What follows belongs to an exercise in optimizing a design on an open flow for small area; a production flow would make more cautious choices. Only simulation tests tie the RTL to the original design; equivalence was not proved. Power is estimated from default activity; no workload was simulated.

==> flow/design.v (excerpt) <==
module ledcube_engine (
    input             clk,
    input             rst,
    input      [1:0]  cfg_rot,
    input             cfg_inv,
    input             in_valid,
    input      [63:0] in_data,
    input             close,
    output reg [14:0] lines,    
    output reg        done
);
    reg [63:0] w [0:6];
    reg [63:0] p [0:7];
    reg [63:0] c [0:7];
    reg [2:0]  beat;
    reg        closed;
    reg        p_valid;
    reg [2:0]  p_base;
    wire accept = in_valid && !closed;
    wire p_load = accept && (beat == 3'd7);
    reg [3:0] k;         
    reg [3:0] s;         
    reg [2:0] layer;
    integer i;
    always @(posedge clk) begin
        if (accept) begin
            for (i = 0; i < 6; i = i + 1)
                w[i] <= w[i + 1];
            w[6] <= in_data;
        end
    end
    always @(posedge clk) begin
        if (p_load) begin
            for (i = 0; i < 7; i = i + 1)
                p[i] <= ~w[i];
            p[7] <= ~in_data;
        end else begin
            for (i = 0; i < 7; i = i + 1)
                p[i] <= ~p[i + 1];
            p[7] <= ~p[0];
        end
    end
    always @(posedge clk) begin
        if (rst) begin
            beat    <= 3'd0;
            closed  <= 1'b0;
            p_valid <= 1'b0;
        end else begin
            if (close)
                closed <= 1'b1;
            if (accept)
                beat <= beat + 3'd1;
            if (p_load) begin
                p_valid <= 1'b1;
                p_base  <= k[2:0] + 3'd1;
            end
        end
    end
    reg        xact;      
    reg [2:0]  xcnt;
    reg        c_valid;   
    reg        c_is_p;    
    reg [2:0]  c_base;
    always @(posedge clk) begin
        for (i = 0; i < 7; i = i + 1)
            c[i] <= c[i + 1];
        c[7] <= xact ? p[0] : c[0];
  ...
Settings: LEC_CHECK=0, ABC_AREA=1, CAP_MARGIN=20, CELL_PAD_IN_SITES_DETAIL_PLACEMENT=1, CELL_PAD_IN_SITES_GLOBAL_PLACEMENT=1, CORE_MARGIN=2, CORE_UTILIZATION=65, PLACE_DENSITY=0.75, SLEW_MARGIN=20; clock period 10.0 ns.
standard.sh (not shown) runs the stock make flow with config.mk's settings and CLKGATE_MAP_FILE= SYNTH_SCRIPT=/design/flow/synth_recipe.tcl, a recipe that flattens the netlist after the stock synthesis.
==> flow/flow/run.sh <==
#!/bin/bash
set -e
export CTS_ARGS="-sink_clustering_enable -repair_clock_nets -dont_use_dummy_load -buf_list sky130_fd_sc_hd__clkbuf_4 -sink_clustering_size 10 -sink_clustering_max_diameter 40"
export BUFFER_PORTS_ARGS="-buffer_cell sky130_fd_sc_hd__buf_1"
bash standard.sh > standard.log 2>&1
The starting point completed without violations.
==> next run, changes <==
Settings changed: CORE_UTILIZATION 65 to 72, PLACE_DENSITY 0.75 to 0.8.
Effect: The changed run stopped in global routing. Synthesized area is unchanged. Synthesized cell count does not change.
==> next run, changes <==
==> flow/flow/run.sh (replaced) <==
#!/bin/bash
set -e
export CTS_ARGS="-sink_clustering_enable -repair_clock_nets -dont_use_dummy_load -buf_list sky130_fd_sc_hd__clkbuf_4 -sink_clustering_size 10 -sink_clustering_max_diameter 55"
export BUFFER_PORTS_ARGS="-buffer_cell sky130_fd_sc_hd__buf_1"
bash standard.sh > standard.log 2>&1
Settings changed: CORE_UTILIZATION 72 to 65, PLACE_DENSITY 0.8 to 0.75.
With this change the flow went through all stages and came out clean.
Synthesized cell count does not change.
Synthesized area is unchanged.
==> next run, changes <==
==> flow/flow/run.sh (replaced) <==
#!/bin/bash
set -e
export CTS_ARGS="-sink_clustering_enable -repair_clock_nets -dont_use_dummy_load -buf_list sky130_fd_sc_hd__clkbuf_4 -sink_clustering_size 10 -sink_clustering_max_diameter 40"
export BUFFER_PORTS_ARGS="-buffer_cell sky130_fd_sc_hd__buf_1"
bash standard.sh > standard.log 2>&1
Settings changed: CORE_UTILIZATION 65 to 50, CTS_BUF_LIST set to sky130_fd_sc_hd__clkbuf_4, CTS_CLUSTER_DIAMETER set to 40, CTS_CLUSTER_SIZE set to 10, PLACE_DENSITY 0.75 to 0.6.
The changed run passed the timing, DRC and antenna checks.
Synthesized area is unchanged.
Global-route usage decreases by 6.8 points.
Worst setup slack is better by 0.12 ns.
Sequential power stays flat.

## re-timing with driven ports
The results above use ideal ports. As a check the final layouts listed here were re-extracted and re-timed, cells and wires unchanged. Step 1 assumes that a clkbuf_16 drives the clock port and a buf_2 every other input. Step 2 adds t to the input delays and takes it off the output delays; t is the mean of the earliest and latest rising clock arrival at the registers after step 1. Input paths then give back, and output paths get back, about the clock's delay inside the block. Slacks: no drivers / after step 1 / after step 2; pairs: no drivers / after step 1.
run | t (ns) | setup slack, ns | hold slack, ns | slew at the worst register clock pin (ns)
the first run | 1.031 | 4.772 / 4.704 / 3.852 | 0.275 / 0.275 / 0.275 | 0.11 / 0.11
the third run | 1.073 | 4.671 / 4.605 / 3.848 | 0.265 / 0.265 / 0.265 | 0.12 / 0.12
the fourth run | 1.056 | 4.792 / 4.726 / 4.619 | 0.290 / 0.290 / 0.290 | 0.11 / 0.11
After both steps every run listed still meets setup and hold. The setup slack of the first run, which loses most, moves by -0.068 ns with the drivers and by -0.920 ns with both steps.
